Context: an optimization exercise on an open-source flow, tuned for small area, a short achievable clock period and few clock cycles per item. The choices shown serve that exercise and are no tape-out recipe. No run shown here included a check of the RTL's function; only the layout flow was run. Power and IR drop assume default switching activity.

## flow/design.v (module list and top-level ports; edited modules follow where they fit)
// module mag_preamble: 1978 lines
module mag_preamble (
    input  wire        clk,
    input  wire        rst,           
    input  wire        in_valid,
    output wire        in_ready,
    input  wire [7:0]  in_i,
    input  wire [7:0]  in_q,
    output wire        out_valid,
    input  wire        out_ready,
    output wire [15:0] out_mag,
    output wire [3:0]  out_verdict
);
  // ...
==> flow/flow/run.sh <==
#!/bin/bash
bash standard.sh SETUP_SLACK_MARGIN=8.6 CTS_CLUSTER_SIZE=24 CTS_CLUSTER_DIAMETER=100 finish > standard.log 2>&1
==> flow/standard.sh <==
#!/bin/bash
# synth_recipe.tcl (not shown) runs the flow's synth.tcl, then flattens the netlist and writes it again
# the make line also repeats each setting of config.mk as NAME=value (left out here)
make -C /OpenROAD-flow-scripts/flow DESIGN_CONFIG=/design/flow/config.mk WORK_HOME=/design/flow/orfs CLKGATE_MAP_FILE= SYNTH_SCRIPT=/design/flow/synth_recipe.tcl "${@:-finish}"
==> flow/config.mk <==
export PLATFORM = sky130hd
export DESIGN_NAME = mag_preamble
export DESIGN_NICKNAME = mag_preamble
export VERILOG_FILES = /design/flow/design.v
export SDC_FILE = /design/flow/constraint.sdc
export NUM_CORES = 4
export LEC_CHECK = 0
export CAP_MARGIN = 20
export CORE_MARGIN = 2
export CORE_UTILIZATION = 40
export SLEW_MARGIN = 20
==> flow/constraint.sdc <==
create_clock -name core_clock -period 12.0 [get_ports {clk}]
set_input_delay 2.4000 -clock core_clock [delete_from_list [all_inputs] [get_ports {clk}]]
set_output_delay 2.4000 -clock core_clock [all_outputs]
set_load 0.01 [all_outputs]
==> Implementation_results.wiki, run 1 <==
{| class="wikitable"
! Metric !! Value
|-
| Global-route track usage on met3 || 2.24%
|-
| Power drawn by the combinational cells || 7.00 mW
|-
| Reg2reg path depth || 19
|-
| Cell with the biggest individual delay on the critical path || edfxtp_1
|-
| Root Driver || clkbuf_16
|-
| Height of the die || 326 µm
|-
| Number of search-and-repair iterations in the first detailed-routing pass || 5
|-
| Main flop type after synthesis || edfxtp_1
|-
| Placer Congestion || 0.842
|-
| CP most frequent cell || o21a_1
|-
| Count of multi-input gates || 2,313
|-
| FF+latch count, synth || 800
|-
| Layout buffering overhead excluding clock cells || 2.51%
|-
| Post-synthesis average cell area || 11.5 µm²
|-
| Layout Nets || 4,270
|-
| Worst-margin pin slew || 0.943 ns
|-
| Req. time, crit path || 12.52 ns
|-
| Outcome || complete, no violations
|-
| Overall routed net length || 77,700 µm
|-
| Final critical-path setup slack || 7.77 ns
|-
| Number of failing hold endpoints at the final stage || 0
|-
| FMAX || 237 MHz
|-
| Leakage Power || 18.8 nW
|-
| List of cells traversed by the critical path || ha_1 > a31o_2 > a21oi_2 > o21a_1 > o21ba_4 > nor2b_2 > o21a_1 > nor2_2 > fa_2 > xnor2_2 > ha_1 > a21o_1 > a221oi_4 > o21ai_2 > buf_4 > buf_6 > o21a_1 > or3_1 > a32o_1
|-
| Launching instance or port of the critical path || m_mag[1]
|-
| Number of buffer and inverter instances along the worst setup path || 2
|-
| Most frequent cell after synthesis || edfxtp_1
|-
| Kind of capture point of the worst setup path || flip-flop
|-
| Switching power total || 4.94 mW
|-
| Multi-input combinational cell area || 18,700 µm²
|-
| Area growth syn-to-layout || 10.0%
|-
| Fraction of area in multi-input gates || 40.9%
|}
==> run 2, diff against run 1 <==
--- a/flow/design.v
+++ b/flow/design.v
@@ -1123,32 +1123,22 @@
     wire ad17_G30 = ad17_g[12] | (ad17_p[12] & ad17_G19);
     wire ad17_G31 = ad17_g[14] | (ad17_p[14] & ad17_G23);
     wire ad17_G32 = ad17_g[16] | (ad17_p[16] & ad17_G18);
     wire ad17_G33 = ad17_g[18] | (ad17_p[18] & ad17_G24);
     wire [19:0] ad17_c = {ad17_G33, ad17_G24, ad17_G32, ad17_G18, ad17_G31, ad17_G23, ad17_G30, ad17_G19, ad17_G29, ad17_G22, ad17_G28, ad17_G16, ad17_G27, ad17_G21, ad17_G26, ad17_G11, ad17_G25, ad17_G1, ad17_g0c, 1'b0};
     wire [19:0] ad17_s = ad17_p ^ ad17_c;
     wire ad17_co = ad17_G20;
     wire q17 = ~ad17_s[19];
-    reg [15:0] t_Q;
-    reg        t_q, t_v;
-    always @(posedge clk) begin
-        if (rst_w)    t_v <= 1'b0;
-        else if (run) t_v <= s14_v;
-        if (run) begin
-            t_Q <= s14_Q;
-            t_q <= q17;
-        end
-    end
-    wire [15:0] mag_nx = t_Q + {15'd0, t_q};
+    wire [15:0] mag_nx = s14_Q + {15'd0, q17};
     reg  [15:0] m_mag;
     reg         m_v;
     always @(posedge clk) begin
         if (rst_w)    m_v <= 1'b0;
-        else if (run) m_v <= t_v;
+        else if (run) m_v <= s14_v;
         if (run) m_mag <= mag_nx;
     end
     wire        arrive = run & m_v & ~rst_w;
     wire [15:0] x = m_mag;
     reg  [15:0] h1, h2, h3, h4, h5, h6, h7, h8, h9, h10;
     reg  [17:0] psum;         
     reg  [17:0] m3;           
     reg  [9:1]  g1h;
==> Implementation_results.wiki, run 2 <==
{| class="wikitable"
! Metric !! Value
|-
| Outcome || complete, no violations (unchanged)
|-
| Ant diodes || 0 (was 1)
|-
| FF+latch count, synth || 782 (was 800)
|-
| Sinks on Clock Net || 782 (was 800)
|-
| CTS H-tree lvls || 2 (unchanged)
|-
| Startpoint of the most critical hold path || s8_x[0] (was s8_x[2])
|-
| CP startpoint kind || flip-flop (unchanged)
|-
| Reg-to-reg critical path startpoint || m_mag[1] (unchanged)
|-
| Area growth syn-to-layout || 11.0% (was 10.0%)
|-
| CTS clk-pin slew, worst paths || 0.10 ns (was 0.11 ns)
|-
| Worst clock skew || 0.0208 ns (was 0.0436 ns)
|-
| Reg2reg path depth || 18 (was 19)
|-
| Routed vias/inst || 4.92 (was 4.88)
|-
| Most frequent cell after synthesis || nand2_1 (was edfxtp_1)
|-
| Sum of net half-perimeters after detailed placement || 55,000 µm (was 54,400 µm)
|-
| Clock insertion delay at the later pin of the skew report || 0.63 ns (was 0.64 ns)
|-
| Post-synthesis average cell area || 11.3 µm² (was 11.5 µm²)
|-
| Overall fraction of global-route tracks in use || 15.1% (was 14.7%)
|-
| Req. time, crit path || 12.54 ns (was 12.52 ns)
|-
| Maximum number of pins on one net before global-route repair || 182 (was 108)
|-
| Layout Nets || 4,291 (was 4,270)
|-
| Initial core utilization || 40.4% (was 40.2%)
|-
| Register with the highest flop count || c_x (unchanged)
|-
| DIE WIDTH || 324 µm (was 326 µm)
|-
| Path class of the lowest-slack min-delay path || reg2reg (unchanged)
|-
| Kind of capture point of the worst setup path || flip-flop (unchanged)
|-
| CTS buffer count || 39 (was 40)
|-
| Final cell count without fillers || 5,095 (was 5,087)
|-
| Placement Rows || 117 (was 118)
|-
| Number of antenna violations at the first check in global routing || 1 (was 0)
|-
| Number of pins exceeding their max-slew limit in the final report || 0 (unchanged)
|-
| Peak ir drop on the vdd network || 0.397 mV (was 0.337 mV)
|-
| Most common cell after layout, fill and taps aside || edfxtp_1 (unchanged)
|-
| Count of distinct cell types in the synthesized netlist || 74 (was 69)
|-
| Layout cells sized above 1 || 8.51% (was 7.45%)
|-
| Post-route antenna net violation count || 0 (unchanged)
|-
| Max Fanout on Critical Path || 3 (unchanged)
|-
| Overall via count from detail_route || 25.1k (was 24.8k)
|-
| Height of the die || 324 µm (was 326 µm)
|-
| First-iteration detailed-routing DRC count || 1,733 (was 1,484)
|-
| Headroom to the max-slew limit || 28.6% (was 37.2%)
|-
| Worst hold margin || 0.420 ns (was 0.423 ns)
|-
| Post-synthesis net count || 4,209 (was 4,197)
|-
| Startpoint-to-endpoint class of the critical path || reg2reg (unchanged)
|-
| Final count of negative-setup-slack endpoints || 0 (unchanged)
|-
| Sequential cell area fraction in the yosys report || 50.8% (was 51.6%)
|-
| First-pass GRT wire length || 130,000 µm (was 127,000 µm)
|-
| CTS tree || built (unchanged)
|-
| Final design area excluding fillers || 45,600 µm² (about the same)
|-
| Number of placed cells counting well taps || 4,938 (was 4,943)
|-
| RSZ-0062 raised after global routing || yes (unchanged)
|-
| Root Driver || clkbuf_16 (unchanged)
|-
| Placer Congestion || 0.819 (was 0.842)
|-
| Most frequent cells in the layout || edfxtp_1 (520), nand2_1 (518), ha_1 (400) (was edfxtp_1 (537), nand2_1 (504), ha_1 (413))
|-
| Standard cell area after detailed placement || 42,900 µm² (was 43,400 µm²)
|-
| Worst-margin pin slew || 1.07 ns (was 0.943 ns)
|-
| Sum of negative setup slack || 0 ns (unchanged)
|-
| GR Overflow Total || 0 (unchanged)
|-
| Main flop type after synthesis || edfxtp_1 (unchanged)
|-
| PortBufs || 41 (unchanged)
|-
| Minimum setup slack among reg-to-reg paths || 8.21 ns (was 7.77 ns)
|-
| Maximum buffer depth of the clock tree || 3 (unchanged)
|-
| Post-synthesis instance total || 3,622 (was 3,610)
|-
| Ranking of synthesized cells by area || edfxtp_1 (38%), ha_1 (13%), dfxtp_1 (13%), fa_1 (7.1%), xnor2_1 (5.1%) (was edfxtp_1 (39%), ha_1 (13%), dfxtp_1 (13%), fa_1 (7.0%), xnor2_1 (4.8%))
|-
| Final Util || 44.8% (was 44.2%)
|-
| Capture point of the worst reg-to-reg path || m3[16] (was m3[14])
|-
| Number of synthesis warnings || 1 (unchanged)
|-
| Average wire per cell in the routed design || 15.6 µm (was 15.3 µm)
|-
| Number of global-route vias before repair || 24.6k (was 24.2k)
|-
| Top post-synthesis cells by count || nand2_1 (521), edfxtp_1 (520), ha_1 (421) (was edfxtp_1 (537), nand2_1 (508), ha_1 (421))
|-
| Number of placed I/O pins || 42 (unchanged)
|-
| Leakage Power || 18.6 nW (was 18.8 nW)
|-
| Synth top area share || 38.0% (was 38.9%)
|-
| Die footprint || 105,000 µm² (was 106,000 µm²)
|-
| Place WS || 7.68 ns (was 7.41 ns)
|-
| Overall routed net length || 79,300 µm (was 77,700 µm)
|-
| Final total power || 13.8 mW (was 13.7 mW)
|-
| Part of the cycle the worst path needs || 31.6% (was 35.2%)
|-
| Summed instance area of the synthesized netlist || 41,100 µm² (was 41,500 µm²)
|-
| Endpoint of the worst hold path || s9_x[0] (was s9_x[2])
|-
| Final critical-path setup slack || 8.21 ns (was 7.77 ns)
|-
| Library cell occupying the most area in the post-synthesis netlist || edfxtp_1 (unchanged)
|-
| Post-route minimum period || 3.79 ns (was 4.23 ns)
|-
| Arrival time of data at the critical path endpoint || 4.34 ns (was 4.75 ns)
|-
| Number of flip-flops under the largest register name || 26 (unchanged)
|-
| Worst Hold Depth || 0 (unchanged)
|-
| Largest regs || c_x x26, s1_x x22 (unchanged)
|-
| Core Area || 102,000 µm² (was 103,000 µm²)
|-
| EDFF count, synth || 520 (was 537)
|-
| Number of DRC violations after detailed routing || 0 (unchanged)
|-
| Power Density || 303 nW/µm² (was 299 nW/µm²)
|-
| Max-cap check violation count || 0 (unchanged)
|-
| FMAX || 264 MHz (was 237 MHz)
|-
| Async set or reset register ratio after synthesis || 0% (unchanged)
|-
| Number of search-and-repair iterations in the first detailed-routing pass || 7 (was 5)
|-
| Number of failing hold endpoints at the final stage || 0 (unchanged)
|}
run 2: cell types whose count changed in the layout (fill, tap and decap cells not counted), sizes merged, moves of 11 or more:
cell / before / now
a21o: 82 / 55
edfxtp: 537 / 520
a21oi: 306 / 319
nand2: 508 / 521
inv: 393 / 382
nor3: 26 / 37
run 2: per-layer routing:
layer	GRT usage [%]	vias to the layer above	share of wire, %
met4	3.27	0	1.7
met2	24.5	332	46
li1	-	12600	-
met1	21.5	12100	48
met5	0	-	0
met3	1.96	77	3.7
run 2: area by class of cell:
cell class / instances / area, µm²
fillers: 9426 / 56200
flip-flops and latches: 782 / 20900
multi-input cells: 2355 / 19100
well taps: 1368 / 1710
inverters: 378 / 1430
repair buffers: 147 / 1250
clock buffers: 57 / 1100
clock inverters: 7 / 77.6
repair inverters: 1 / 5.00
run 2: cell families after synthesis:
| kind of cell | after synthesis | share of synthesized area, % |
|---|---|---|
| AO/OA/AOI/OAI | 617 | 8.95 |
| adder cells (fa/ha/maj) | 567 | 19.9 |
| AND/OR/NAND/NOR | 873 | 9.44 |
| buffers and inverters | 485 | 4.44 |
| XOR/XNOR | 275 | 5.86 |
| multiplexers | 23 | 0.567 |
| flip-flops | 782 | 50.8 |
run 2: worst max-delay path, cell delays in order (launching register included):
cell and delay, ns:
edfxtp_1 0.45, ha_4 0.30, nand4_1 0.13, nand2_1 0.13
a21oi_2 0.08, fa_2 0.59, inv_4 0.05, ha_4 0.22
a211oi_4 0.22, o21ai_2 0.12, a311oi_4 0.26, o21ai_2 0.13
a31oi_4 0.21, o21bai_4 0.09, a21oi_2 0.12, o21bai_1 0.08
ha_2 0.31, nand2_1 0.05, a21oi_1 0.16
run 2: power breakdown:
part	internal (mW)	leakage, nW	total [mW]	switching [mW]
sequential	4.45	7.67	5.01	0.560
clock	0.661	0.575	1.53	0.866
combinational	3.51	10.3	7.25	3.74
run 2: worst max path at each step:
stage,start,to,slack (ns),depth (start not counted)
floorplan,run_n,e2[2],3.24,6
global placement,m_mag[2],m3[16],7.67,18
detailed placement,m_mag[2],m3[16],7.68,18
CTS,m_mag[1],m3[16],8.25,19
global route,m_mag[1],m3[16],8.05,19
finish,m_mag[1],m3[16],8.21,18
run 2: what timing repair did:
action / in CTS / in global routing
endpoints found under the setup margin: 309 / 70
cloned: 2 / 0
resized for setup: 166 / 81
pin swaps: 49 / 69
setup buffers: 50 / 41
hold endpoints to repair: 0 / 0
hold buffers: 0 / 0

-- re-timing with driven ports --
In the flow no input, the clock included, has a driving cell. The finished layouts below were timed again as built, in two steps. Step 1: set_driving_cell puts a clkbuf_16 on clk and a buf_2 on each other input, an assumption about the parent block. Step 2, shift: input delay + t, output delay - t, t = (earliest + latest rising clock arrival at the registers) / 2. This alone moves slack from input paths to output paths. a / b / c = no drivers / after step 1 / after step 2; a / b = the first two.
| run | t, ns | setup slack, ns | worst setup path after step 2 | slew at the worst register clock pin (ns) |
|---|---|---|---|---|
| run 1 | 0.676 | 7.772 / 7.772 / 7.772 | register to register | 0.11 / 0.11 |
| run 2 | 0.675 | 8.207 / 8.207 / 8.207 | register to register | 0.10 / 0.10 |
After both steps setup and hold are still met in every run listed.
